This is an optimization exercise on Yosys and OpenROAD, whose aim is small area, a short achievable clock period and few clock cycles, not a production implementation. Only simulation tests tie the RTL to the original design; equivalence was not proved. Power is estimated from default activity; no workload was simulated.

juniper:
// hspap
module hspap (
    input  wire        clk,
    input  wire        rst,           
    input  wire [31:0] cfg_ps,
    input  wire [31:0] cfg_ppc,
    input  wire [31:0] cfg_win,
    input  wire [31:0] cfg_wout,
    input  wire [31:0] cfg_rate,
    input  wire        cmd_valid,
    input  wire [31:0] cmd_code,
    output wire [7:0]  status,
    output wire [12:0] loop_width,
    output wire        rm_we,
    output wire        rm_bank,
    output wire [13:0] rm_addr,
    output wire [31:0] rm_wdata
);
Size in the first run: about 2000 cells after synthesis, ~260 I/O pins, about 16000 µm² of cells after synthesis.
Settings: LEC_CHECK=0, CAP_MARGIN=20, CORE_MARGIN=2, CORE_UTILIZATION=40, CTS_BUF_LIST=sky130_fd_sc_hd__clkbuf_4 sky130_fd_sc_hd__clkbuf_8, PLACE_DENSITY=0.6, SLEW_MARGIN=20; clock period 13.0 ns.
standard.sh (not shown) runs the stock make flow with config.mk's settings and CLKGATE_MAP_FILE= SYNTH_SCRIPT=/design/flow/synth_recipe.tcl, a recipe that flattens the netlist after the stock synthesis.
==> flow/flow/run.sh <==
#!/bin/bash
# Standard ORFS layout, with timing repair aimed below the clock period so
# that the achieved period (clock period less setup slack) is short, and
# small port buffers.
set -euo pipefail
export SETUP_SLACK_MARGIN=8
export BUFFER_PORTS_ARGS="-buffer_cell sky130_fd_sc_hd__buf_1"
bash standard.sh > standard_flow.log 2>&1
Testbench counts of juniper, summed over its fixed seeds: cycles 16,847.
Input changes introduced in sierra (baseline for comparison: juniper):
--- a/flow/flow/run.sh
+++ b/flow/flow/run.sh
@@ -5,3 +5,3 @@
 set -euo pipefail
-export SETUP_SLACK_MARGIN=8
+export SETUP_SLACK_MARGIN=9
 export BUFFER_PORTS_ARGS="-buffer_cell sky130_fd_sc_hd__buf_1"
--- a/flow/config.mk
+++ b/flow/config.mk
@@ -10,3 +10,2 @@
 export CORE_UTILIZATION = 40
-export CTS_BUF_LIST = sky130_fd_sc_hd__clkbuf_4 sky130_fd_sc_hd__clkbuf_8
 export PLACE_DENSITY = 0.6
### Flow results
Re count of clock buffers in the final design: no difference whatsoever between juniper and sierra. Of the two values seen for endpoint of the worst setup timing path, lw[11] was produced by juniper and lw[12] by sierra. No stage failed in sierra, and the final checks on the layout all came back clean. Lower clock network fraction of total power among juniper and sierra: juniper. Of juniper and sierra, the lower placer congestion estimate belongs to juniper.
Input changes introduced in nickel (baseline for comparison: sierra):
--- a/flow/flow/run.sh
+++ b/flow/flow/run.sh
@@ -5,3 +5,3 @@
 set -euo pipefail
-export SETUP_SLACK_MARGIN=9
+export SETUP_SLACK_MARGIN=8.7
 export BUFFER_PORTS_ARGS="-buffer_cell sky130_fd_sc_hd__buf_1"
--- a/flow/config.mk
+++ b/flow/config.mk
@@ -10,2 +10,3 @@
 export CORE_UTILIZATION = 40
+export CTS_BUF_LIST = sky130_fd_sc_hd__clkbuf_4 sky130_fd_sc_hd__clkbuf_8
 export PLACE_DENSITY = 0.6
## What came out
- Going from sierra to nickel, maximum clock rate moved down; cell area moved down; first-iteration DRC count moved up; synthesized netlist cell count level.
- Comparing post-CTS resize count for nickel and sierra, the bigger number came from sierra.
- Higher number of standard cells in the final layout excluding fillers was reported by sierra, not nickel.
- Compared to sierra, nickel has final critical path time including I/O delays and setup 0.019 ns higher.
- Row data required time of the worst path: nickel higher / sierra lower
- Total combinational power (nickel / sierra): 0.883
- Compared with sierra, nickel shows global-route usage lower by 1.1 points.
- Critical path's slowest cell = sky130_fd_sc_hd__ha_1: nickel; critical path's slowest cell = sky130_fd_sc_hd__a2111oi_2: sierra
diff inputs: nickel => maple
--- a/flow/flow/run.sh
+++ b/flow/flow/run.sh
@@ -5,3 +5,3 @@
 set -euo pipefail
-export SETUP_SLACK_MARGIN=8.7
+export SETUP_SLACK_MARGIN=8.5
 export BUFFER_PORTS_ARGS="-buffer_cell sky130_fd_sc_hd__buf_1"
--- a/flow/config.mk
+++ b/flow/config.mk
@@ -11,3 +11,3 @@
 export CTS_BUF_LIST = sky130_fd_sc_hd__clkbuf_4 sky130_fd_sc_hd__clkbuf_8
-export PLACE_DENSITY = 0.6
+export PLACE_DENSITY = 0.5
 export SLEW_MARGIN = 20
Findings:
nickel → maple: layout-stage area growth over the synthesis result fell by 2.6 points; final-layout worst hold slack picked up an extra 0.020 ns; worst setup slack lower. Delta (maple minus nickel): total met3 wirelength after detailed routing went down about 20%, register fraction of the total cell area shows an increase of 0.53 points.

hspap again, from the RTL that the note above started with.
Settings: LEC_CHECK=0, CAP_MARGIN=20, CORE_MARGIN=2, CORE_UTILIZATION=40, CTS_BUF_LIST=sky130_fd_sc_hd__clkbuf_4 sky130_fd_sc_hd__clkbuf_8, PLACE_DENSITY=0.6, SLEW_MARGIN=20, TNS_END_PERCENT=0; clock period 13.0 ns.
==> flow/flow/run.sh <==
#!/bin/bash
# Standard ORFS layout, with timing repair aimed below the clock period so
# that the achieved period (clock period less setup slack) is short, and
# small port buffers.
set -euo pipefail
export SETUP_SLACK_MARGIN=8.5
export BUFFER_PORTS_ARGS="-buffer_cell sky130_fd_sc_hd__buf_1"
bash standard.sh > standard_flow.log 2>&1
The baseline passed the timing, design-rule and antenna checks.
Testbench counts at the start, summed over its fixed seeds: cycles 16,847.
Then changed:
--- a/flow/config.mk
+++ b/flow/config.mk
@@ -11,4 +11,3 @@
 export CTS_BUF_LIST = sky130_fd_sc_hd__clkbuf_4 sky130_fd_sc_hd__clkbuf_8
-export PLACE_DENSITY = 0.6
+export PLACE_DENSITY = 0.7
 export SLEW_MARGIN = 20
-export TNS_END_PERCENT = 0
What happened: The new run completed without violations. Via count rose by 1.0%. Hold slack degrades by 0.0064 ns. Cell area hardly moves. Maximum frequency is higher by 0.86%. Synthesized area stays the same. Power rose by 1.3%. Wire length falls by 0.48%. First-iteration DRC count went up by 24%. Sequential share of layout area is about the same.

==> afterwards: timing with drivers on the ports <==
Ports are ideal in the flow. The routed layouts listed here were re-timed in OpenROAD.
Step 1 sets driving cells, clkbuf_16 on the clock port and buf_2 on the other inputs (assumed; they add their load-dependent delay and slew).
Step 2 adds t to the input delays and takes it off the output delays; t is the mean of the earliest and latest rising clock arrival at the registers after step 1. Input paths then give back, and output paths get back, about the clock's delay inside the block.
a / b / c = no drivers / after step 1 / after step 2; a / b = the first two.
| run | t, ns | setup slack, ns | pins driven straight from the clock port |
|---|---|---|---|
| juniper | 0.568 | 8.174 / 8.200 / 7.632 | 1 |
| sierra | 0.527 | 8.719 / 8.721 / 8.194 | 1 |
| nickel | 0.583 | 8.700 / 8.693 / 8.109 | 1 |
| maple | 0.583 | 8.535 / 8.571 / 7.988 | 1 |
| the first run of note 2 | 0.575 | 8.526 / 8.551 / 7.976 | 1 |
| the second run of note 2 | 0.583 | 8.564 / 8.564 / 8.012 | 1 |
After both steps every run listed still meets setup and hold. For nickel, which loses most, drivers alone change the setup slack by -0.007 ns; drivers and shift together by -0.591 ns.
